This is an optimization exercise on Yosys and OpenROAD, whose aim is small area, a short achievable clock period and few clock cycles, not a production implementation.
Only simulation tests tie the RTL to the original design; equivalence was not proved.
Power is estimated from default activity; no workload was simulated.

File: design/flow/config.mk
export PLATFORM = sky130hd
export DESIGN_NAME = lhb_rx
export DESIGN_NICKNAME = lhb_rx
export VERILOG_FILES = /design/flow/design.v
export SDC_FILE = /design/flow/constraint.sdc
export NUM_CORES = 4
export LEC_CHECK = 0
export CAP_MARGIN = 20
export CORE_MARGIN = 2
export CORE_UTILIZATION = 40
export PLACE_DENSITY = 0.6
export SLEW_MARGIN = 20
File: design/flow/constraint.sdc
create_clock -name core_clock -period 10.0 [get_ports {clk}]
set_input_delay 2.0000 -clock core_clock [delete_from_list [all_inputs] [get_ports {clk}]]
set_output_delay 2.0000 -clock core_clock [all_outputs]
set_load 0.01 [all_outputs]
File: design/flow/design.v
module lhb_rx #(
    parameter FRAME_CAP = 100            
) (
    input  wire        clk,
    input  wire        rst,              
    input  wire        rx_valid,
    input  wire [7:0]  rx_data,
    output wire        rx_ready,
    output wire        m_valid,
    output wire [7:0]  m_data,
    output wire        m_last,
    output wire        m_empty,          
    input  wire        m_ready,
    output wire        e_valid,
    output wire [3:0]  e_code,
    output wire [7:0]  e_arg,
    output wire [15:0] e_len,
    output wire [3:0]  e_stat,
    input  wire        e_ready
);
    localparam RD_TAP   = FRAME_CAP;         
    localparam RING_LEN = FRAME_CAP + 2;     
    localparam SW       = 7;                 
    localparam BQ_N     = 3;                 
    localparam [1:0] E_FRAME_OVERFLOW = 2'd1;
    localparam [1:0] E_SYNC_LOST      = 2'd2;
    localparam [1:0] E_DECODE_ERROR   = 2'd3;
    localparam [1:0] S_SEEK_START = 2'd0,
                     S_ACC        = 2'd1,
                     S_SEEK_END   = 2'd2;
    localparam [1:0] R_SEP  = 2'd0,          
                     R_BODY = 2'd1,          
                     R_SKIP = 2'd2;          
    reg  [8*RING_LEN-1:0] ring;
    wire [7:0] ring_last = ring[8*RING_LEN-1 -: 8];
    wire [7:0] rd_x      = ring[8*RD_TAP+7 -: 8];       
    wire [7:0] rd_nx     = ring[8*(RD_TAP-1)+7 -: 8];   
    reg        rdy_q;                    
    reg        ib_v;                     
    reg [7:0]  ib_d;
    reg [1:0]  ws;                       
    reg [6:0]  flen;                     
    reg [6:0]  wblk;                     
    reg        live;                     
    reg [SW-1:0] ostage;                 
    reg [SW-1:0] nstage;                 
    reg [1:0]  rmode;
    reg [6:0]  rblk;                     
    reg [5:0]  wseq, rseq;
    reg [6*BQ_N-1:0] bq;
    reg [BQ_N-1:0]   bq_v;               
    reg        mv_q, ml_q, me_q;
    reg [7:0]  md_q;
    reg        ev_q;
    reg [1:0]  ec_q;
    reg [7:0]  ea_q;
    reg [6:0]  el_q;
    assign rx_ready = rdy_q;
    assign m_valid  = mv_q;
    assign m_data   = md_q;
    assign m_last   = ml_q;
    assign m_empty  = me_q;
    assign e_valid  = ev_q;
    assign e_code   = {2'b00, ec_q};
    assign e_arg    = ea_q;
    assign e_len    = {9'd0, el_q};
    assign e_stat   = {ec_q == E_DECODE_ERROR, 3'b000};
    function [SW-1:0] inc_stage(input [SW-1:0] s);
        inc_stage = (s == RING_LEN-1) ? {SW{1'b0}} : s + 1'b1;
    endfunction
    wire b_zero   = (ib_d == 8'h00);
    wire midframe = (ws == S_ACC) && (flen != 0);
    wire slot_free = !live || ((ostage != RING_LEN-1) && !(ostage < nstage));
    wire contig    = (nstage == 0);
    wire bq_full   = bq_v[BQ_N-1];
    wire c_sync_lost = (ws == S_SEEK_START) && !b_zero;
    wire c_first     = (ws == S_ACC) && (flen == 0) && !b_zero;
    wire c_end       = midframe && b_zero;
    wire c_data      = midframe && !b_zero && (flen != FRAME_CAP);
    wire c_overflow  = midframe && !b_zero && (flen == FRAME_CAP);
    wire c_dec_err   = c_end && (wblk != 0);
    wire need_err    = c_sync_lost || c_dec_err || c_overflow;
    wire need_cont   = c_end || c_data || c_overflow;
    wire w_ok = (!need_err || !ev_q) &&
                (!(c_first || need_cont) || slot_free) &&
                (!need_cont || contig) &&
                (!((c_end && wblk != 0) || c_overflow) || !bq_full);
    wire w_take = ib_v && w_ok;
    wire wr_body = w_take && (c_first || c_data);
    wire wr_term = w_take && (c_end || c_overflow);
    wire wr_fill = !midframe && slot_free && !wr_body;
    wire wrote   = wr_body || wr_term || wr_fill;
    wire v_push  = wr_term;
    wire v_good  = c_end && (wblk == 0);
    wire e_raise = w_take && need_err;
    wire [6:0] blk_load = ib_d[7] ? 7'h7F : (ib_d[6:0] - 1'b1);
    wire at_tap  = live && (ostage == RD_TAP);
    wire x_zero  = (rd_x == 8'h00);
    wire nx_zero = (rd_nx == 8'h00);
    wire v_have  = (wseq != rseq);
    wire v_head  = !(bq_v[0] && bq[5:0] == rseq);    
    wire out_ok  = !mv_q || m_ready;
    wire r_start = (rmode == R_SEP) && !x_zero;
    wire r_emsg  = r_start && v_head && (rd_x == 8'h01) && nx_zero;    
    wire r_emit  = (rmode == R_BODY) || r_emsg;
    wire r_take  = at_tap && (!r_start || v_have) && (!r_emit || out_ok);
    wire v_pop   = r_take && r_start;
    wire last_one = live && (ostage == nstage);    
    wire live_d   = wrote || (live && !(r_take && last_one));
    wire [SW-1:0] ostage_d = (!live || (r_take && last_one)) ? {SW{1'b0}} :
                             r_take ? ostage : inc_stage(ostage);
    wire [SW-1:0] nstage_d = wrote ? {SW{1'b0}} : inc_stage(nstage);
    wire ib_v_d = (rx_valid && rdy_q) || (ib_v && !w_take);
    wire [SW-1:0] ostage_c = (ostage == RD_TAP) ? ostage : inc_stage(ostage);
    wire live_c  = live || wrote;
    wire free_c  = !live_c || (!((ostage == RING_LEN-2) && !r_take) && !(ostage_c < nstage_d));
    wire [1:0] ws_d = (!w_take) ? ws :
                      c_sync_lost ? S_SEEK_END :
                      (ws == S_SEEK_START) ? S_ACC :
                      (ws == S_SEEK_END) ? (b_zero ? S_SEEK_START : S_SEEK_END) :
                      (c_end) ? S_SEEK_START :
                      (c_overflow) ? S_SEEK_END : ws;
    wire [6:0] flen_d = (w_take && (c_first || c_data)) ? flen + 1'b1 :
                        (w_take && (c_end || c_overflow)) ? 7'd0 : flen;
    wire mid_d   = (ws_d == S_ACC) && (flen_d != 0);
    wire cont_c  = !mid_d || (nstage_d == 0);
    wire ev_d    = e_raise || (ev_q && !e_ready);
    wire v_bad   = v_push && !v_good;
    wire bq_pop  = v_pop && !v_head;
    wire [BQ_N-1:0] bq_v_d = bq_pop ? {1'b0, bq_v[BQ_N-1:1]} | (v_bad ? bq_v : {BQ_N{1'b0}})
                                    : v_bad ? {bq_v[BQ_N-2:0], 1'b1} : bq_v;
    wire rdy_d   = !ib_v_d || (free_c && cont_c && !ev_d && !bq_v_d[BQ_N-1]);
    always @(posedge clk)
        ring <= {ring[8*(RING_LEN-1)-1:0],
                 wrote ? (wr_body ? ib_d : 8'h00) : ring_last};
    always @(posedge clk) begin
        if (w_take || !ib_v)
            ib_d <= rx_data;
        if (bq_pop || v_bad) begin : bq_upd
            integer i;
            for (i = 0; i < BQ_N; i = i + 1)
                if (v_bad && (bq_pop ? (i == 0 ? bq_v[0] && !bq_v[1] : bq_v[i] && (i == BQ_N-1 || !bq_v[i+1]))
                                     : (i == 0 ? !bq_v[0] : bq_v[i-1] && !bq_v[i])))
                    bq[6*i +: 6] <= wseq;
                else if (bq_pop)
                    bq[6*i +: 6] <= (i == BQ_N-1) ? 6'd0 : bq[6*(i+1) +: 6];
        end
        if (r_take && r_emit && out_ok) begin
            md_q <= (rmode == R_BODY && rblk == 0) ? 8'h00 : rd_x;
            ml_q <= nx_zero;
            me_q <= r_emsg;
        end
        if (e_raise) begin
            ec_q <= c_sync_lost ? E_SYNC_LOST : c_overflow ? E_FRAME_OVERFLOW : E_DECODE_ERROR;
            ea_q <= c_dec_err ? 8'h00 : ib_d;
            el_q <= c_sync_lost ? 7'd0 : c_overflow ? FRAME_CAP[6:0] : flen;
        end
    end
    always @(posedge clk) begin
        if (rst) begin
            rdy_q  <= 1'b1;
            ib_v   <= 1'b0;
            ws     <= S_SEEK_START;
            flen   <= 7'd0;
            wblk   <= 7'd0;
            live   <= 1'b0;
            ostage <= {SW{1'b0}};
            nstage <= {SW{1'b0}};
            rmode  <= R_SEP;
            rblk   <= 7'd0;
            wseq   <= 6'd0;
            rseq   <= 6'd0;
            bq_v   <= {BQ_N{1'b0}};
            mv_q   <= 1'b0;
            ev_q   <= 1'b0;
        end else begin
            rdy_q  <= rdy_d;
            ib_v   <= ib_v_d;
            ws     <= ws_d;
            flen   <= flen_d;
            if (w_take && (c_first || (c_data && wblk == 0)))
                wblk <= blk_load;
            else if (w_take && c_data)
                wblk <= wblk - 1'b1;
            live   <= live_d;
            ostage <= ostage_d;
            nstage <= nstage_d;
            if (r_take) begin
                case (rmode)
                R_SEP: if (!x_zero) begin
                    if (!v_head)
                        rmode <= R_SKIP;
                    else if (!r_emsg) begin
                        rmode <= R_BODY;
                        rblk  <= rd_x[6:0] - 1'b1;
                    end
                end
                R_BODY: begin
                    if (nx_zero)
                        rmode <= R_SEP;
                    rblk <= (rblk == 0) ? rd_x[6:0] - 1'b1 : rblk - 1'b1;
                end
                default: if (x_zero) rmode <= R_SEP;
                endcase
            end
            if (v_push) wseq <= wseq + 1'b1;
            if (v_pop)  rseq <= rseq + 1'b1;
            bq_v <= bq_v_d;
            if (r_take && r_emit)
                mv_q <= 1'b1;
            else if (m_ready)
                mv_q <= 1'b0;
            ev_q <= ev_d;
        end
    end
endmodule
File: design/flow/run.sh
#!/bin/bash
# synth_recipe.tcl (not shown) runs the flow's synth.tcl, then flattens the netlist and writes it again
# the make line also repeats each setting of config.mk as NAME=value (left out here)
make -C /OpenROAD-flow-scripts/flow DESIGN_CONFIG=/design/flow/config.mk WORK_HOME=/design/flow/orfs CLKGATE_MAP_FILE= SYNTH_SCRIPT=/design/flow/synth_recipe.tcl finish
==> notes.md <==
- Global routing consumed, over all layers together, 11.0% of the routing resources.
- For this run, the detailed router's first-pass iteration total came to 5.
- By instance count, the leading cell after synthesis is sky130_fd_sc_hd__dfxtp_1.
- The half-perimeter wire length after placement is 18,700 microns.
- The die extent in x is 242 microns.
- Derived from the worst setup path, the maximum achievable clock frequency is 0.222 GHz.
- For this block, the initial DRC count from the detailed router was 453.
- The number of setup buffers added after CTS is 0.
- The total clock buffers created by CTS is 83.
- The final critical path takes up 45.1% of the cycle.
- In this run the count of I/O pins placed on the die edge is 58.
- The die covers 58,800 sq um.
- The routed wire length per instance is 12.9 microns.
- The number of storage elements in the synthesis netlist is 928.
- The number of antenna diodes in the final layout is 0.
- The internal power of the cells totals 0.00569 W.
- The reported max-cap violation count is 0.
- The count of synthesis-stage warnings from yosys is 2.
- The core region is 56,300 sq um.
- The nature of the critical path startpoint is a flop.
- The number of pins exceeding their max-slew limit in the final report came to 0.
- Before CTS, the worst setup slack after placement is 5.43 ns.
- The setup slack of the most critical reg-to-reg path is 5.49 ns.
- The type of the worst setup path is flop to flop.
- The analysis attributes to cell leakage a power of 10.5 nW.
- The largest vdd supply drop is 0.000181 V.
- TritonCTS built the clock tree.
- The signal on the critical path passes through inv_1, ha_1, nor3b_1, nand2_1, mux2i_1, o221ai_2, nor2_1, nor3_1, nand2b_1, ha_1, a21o_1, a21o_1, a21oi_1, nor2b_1, o21ai_0, and4_1, a211oi_2.
- In this run the tightest slew margin relative to its limit is 37.2%.
- The aggregate routed wire length is 31,500 microns.
- The minimum period implied by the final worst setup slack is 4.51 ns.
- The fraction of final layout cells with drive strength greater than 1 is 10.6%.
- In the synthesized netlist the async set-or-reset flop fraction comes to 0%.
- The post-cts sizing count is 0.
- The proportion of power drawn by flip-flops and latches is 53.0%.
- The number of placed instances with taps included is 2,287.
- The post-route worst setup slack is 5.49 ns.
- Per report_power, the combinational group accounts for 0.7% of the total.
- The number of clock sinks is 928.
- The number of synthesized flops with an enable pin is 53.
- The number of antenna violations at the first check in global routing came to 0.
- For this run, the register share of the synthesized area comes to 84.0%.
- In the final design database the tool counted 1,657 nets.
- The number of unique standard cell types used by synthesis is 71.
- The worst-skew pair later-pin latency is 0.62 ns.
- In this run switching power makes up 19.5% of total power.
- The number of global-route vias before repair is 10,400.
- sky130_fd_sc_hd__dfxtp_1 takes more of the synthesized area than any other cell.
- Hold repair after CTS inserted 0 buffers.
- The slowest library cell on the worst path is sky130_fd_sc_hd__o221ai_2.
- Data on the critical path arrives at its endpoint at 5.02 ns.
- Sorting the synthesized cells by area gives the leading types as sky130_fd_sc_hd__dfxtp_1, sky130_fd_sc_hd__edfxtp_1, sky130_fd_sc_hd__ha_1.
- Setup repair after global routing left no endpoint under its margin.
- The first-pass GRT wire length is 53,000 microns.
- The biggest fanout along the worst timing path is 13.
- The post-synthesis cell count is 1,518.
- The number of standard cells in the final layout excluding fillers is 2,441.
- The count of unresolved DRC violations after routing is 0.
- The area of the mapped netlist is 22,700 sq um.
- The top cell type by area accounts for 77.0% of the synthesized area.
- The via-per-instance ratio is 4.28.
- The flow ran to the end and the layout has no timing, DRC or antenna violations.
- The average cell area after synthesis is 15.0 sq um.
- In the final timing run, aggregate negative setup slack is 0 ns.
- Clock-pin slew was measured on the worst setup and hold paths at 0.07 ns.
- The most used flip-flop cell after synthesis is sky130_fd_sc_hd__dfxtp_1.
- Compared with the post-synthesis result, the final layout area differs by 18.3%.
- The post-detailed-route count of antenna-violating nets is 0.
- In this run the power density over the cells is 263 nW/um^2.
- The data required time of the critical path is 10.51 ns.
- In the synthesized netlist, the cells that appear most often are sky130_fd_sc_hd__dfxtp_1, sky130_fd_sc_hd__nor2_1, sky130_fd_sc_hd__nand2_1.
- The root buffer cell chosen for the clock tree is sky130_fd_sc_hd__clkbuf_16.
- Global routing finished with a remaining overflow of 0.
- The final number of setup-violating endpoints is 0.
- Entering global routing, the biggest net connects 47 pins.
- The CTS H-tree depth is 3.
- In this run the deepest clock path goes through 3 buffers.
- The floorplan step set the die height to 242 microns.
- During placement, the flow inserted port buffers numbering 43.
- The clock arrives with 0.0158 ns of skew.
- The final route contains 10,400 vias.
- The number of cell rows is 87.
- In this run the power spent charging and discharging nets is 0.00138 W.
- The clock network burns 46.2% of the power.
- STA classifies the critical path endpoint as a flop.
- The effective utilization at floorplan is 40.4%.
- The critical path's largest stage delay is 0.55 ns.
- The placer's final routability congestion estimate is 0.837.
- The type of the most critical hold path is flop to flop.
- The number of hold-slack violations in the final timing report is 0.
- For the pin with the worst max-slew slack, the measured transition is 0.936 ns.
-- routing by layer --
metal / vias up / global-route usage, % / part of all wire, %
li1: 5213 / - / -
met1: 4960 / 16.0 / 52
met2: 199 / 15.3 / 40
met3: 70 / 3.25 / 4.9
met4: 0 / 4.52 / 2.7
met5: - / 0 / 0
-- cell usage in the layout, fill, tap and decap left out, drive strengths merged, types with 4 or more instances in the layout --
master and n:
inv 42, dfxtp 875, a31oi 9, nor4 8, or4 5, ha 28, nor2b 19, o31ai 5
and3 6, o211ai 7, nand4 11, xor2 19, nor3 26, mux2i 5, or3 8, and2 5
nand2 59, mux2 12, nand2b 11, o21ai 37, clkinv 22, a22o 6, clkdlybuf4s50 43, edfxtp 53
bufinv 6, conb 14, nand3 22, o21a 4, clkbuf 117, a21oi 39, xnor2 25, buf 5
nor2 74, a22oi 6
-- worst max-delay path, delay by kind of cell, from the launching register on --
kind / cells / cell delay (ns)
simple gates: 7 / 1.91
buf+inv: 1 / 0.15
mux: 1 / 0.24
flops: 1 / 0.38
fa+ha+maj: 2 / 0.53
compound gates: 6 / 1.19
-- final timing paths --
kind | cells after the start | start | to
hold reg to reg | 0 | ring[570] | ring[578]
setup / recovery | 17 | ib_d[0] | rdy_q
hold / removal | 0 | ring[570] | ring[578]
setup reg to reg | 17 | ib_d[0] | rdy_q
-- final cells by class --
cell class / count / area [sq um]
timing repair buffer: 48 / 468
clock buffer: 117 / 2510
inverter: 36 / 135
clock inverter: 37 / 439
tap: 756 / 946
sequential: 928 / 19100
multi-input combinational: 519 / 3300
fill: 4828 / 29400
-- stage by stage --
stage          total power (W)  utilization [%]  area, sq um  hold WS (ns)
3_3_place_gp           0.00388             42.6        23900         0.311
6_report               0.00706             47.8        26900         0.311
2_1_floorplan          0.00386                -        22800         0.310
4_1_cts                0.00716             47.8        26900         0.307
5_1_grt                0.00732             47.8        26900         0.314
3_5_place_dp           0.00388             42.6        23900         0.312
-- registers in the layout (all words and copies together), names as in the netlist, 8 cells and up --
signal  flops
ring      816
ea_q        8
md_q        8
ib_d        8
bq         18
-- logic make-up (layout without fill, tap and decap cells) --
| kind of cell | count (synthesis) | count (layout) | share of synthesized area (%) |
|---|---|---|---|
| buf+inv | 84 | 238 | 1.74 |
| other cells | 1 | 14 | 0.0165 |
| mux | 17 | 17 | 0.814 |
| simple gates | 273 | 273 | 6.07 |
| xor+xnor | 44 | 44 | 1.69 |
| compound gates | 143 | 143 | 4.08 |
| flops | 928 | 928 | 84.0 |
| fa+ha+maj | 28 | 28 | 1.54 |
-- power groups by stage --
stage	Clock (W)	Combinational, W	Sequential (W)
2_1_floorplan	0	0.0000351	0.00383
3_3_place_gp	0	0.0000524	0.00383
3_5_place_dp	0	0.0000529	0.00383
4_1_cts	0.00337	0.0000533	0.00374
5_1_grt	0.00351	0.0000583	0.00374
6_report	0.00327	0.0000530	0.00374
Testbench counts, summed over its fixed seeds: cycles 11,741.

## separate check: timing with driven ports
In the flow no input, the clock included, has a driving cell. The finished layout below was timed again as built, in two steps.
Step 1 (the two cells are an assumption about what drives the block):
set clk [get_ports {clk}]
set_driving_cell -lib_cell sky130_fd_sc_hd__clkbuf_16 $clk
set_driving_cell -lib_cell sky130_fd_sc_hd__buf_2 [delete_from_list [all_inputs] $clk]
Step 2 also shifts input and output timing later by t, the mid clock arrival at the registers, as if the neighbouring blocks saw the same clock.
a / b / c = ideal ports / drivers / drivers and shift; a / b = the first two.
shift t [ns]: 0.668
slack for setup (ns): 5.488 / 5.488 / 5.369
worst hold slack (ns): 0.311 / 0.311 / 0.311
latest minus earliest clock arrival (ns): 0.022 / 0.022
pins driven straight from the clock port: 1
After both steps setup and hold are still met in this run. For this run, drivers alone change the setup slack by 0.000 ns; drivers and shift together by -0.119 ns.
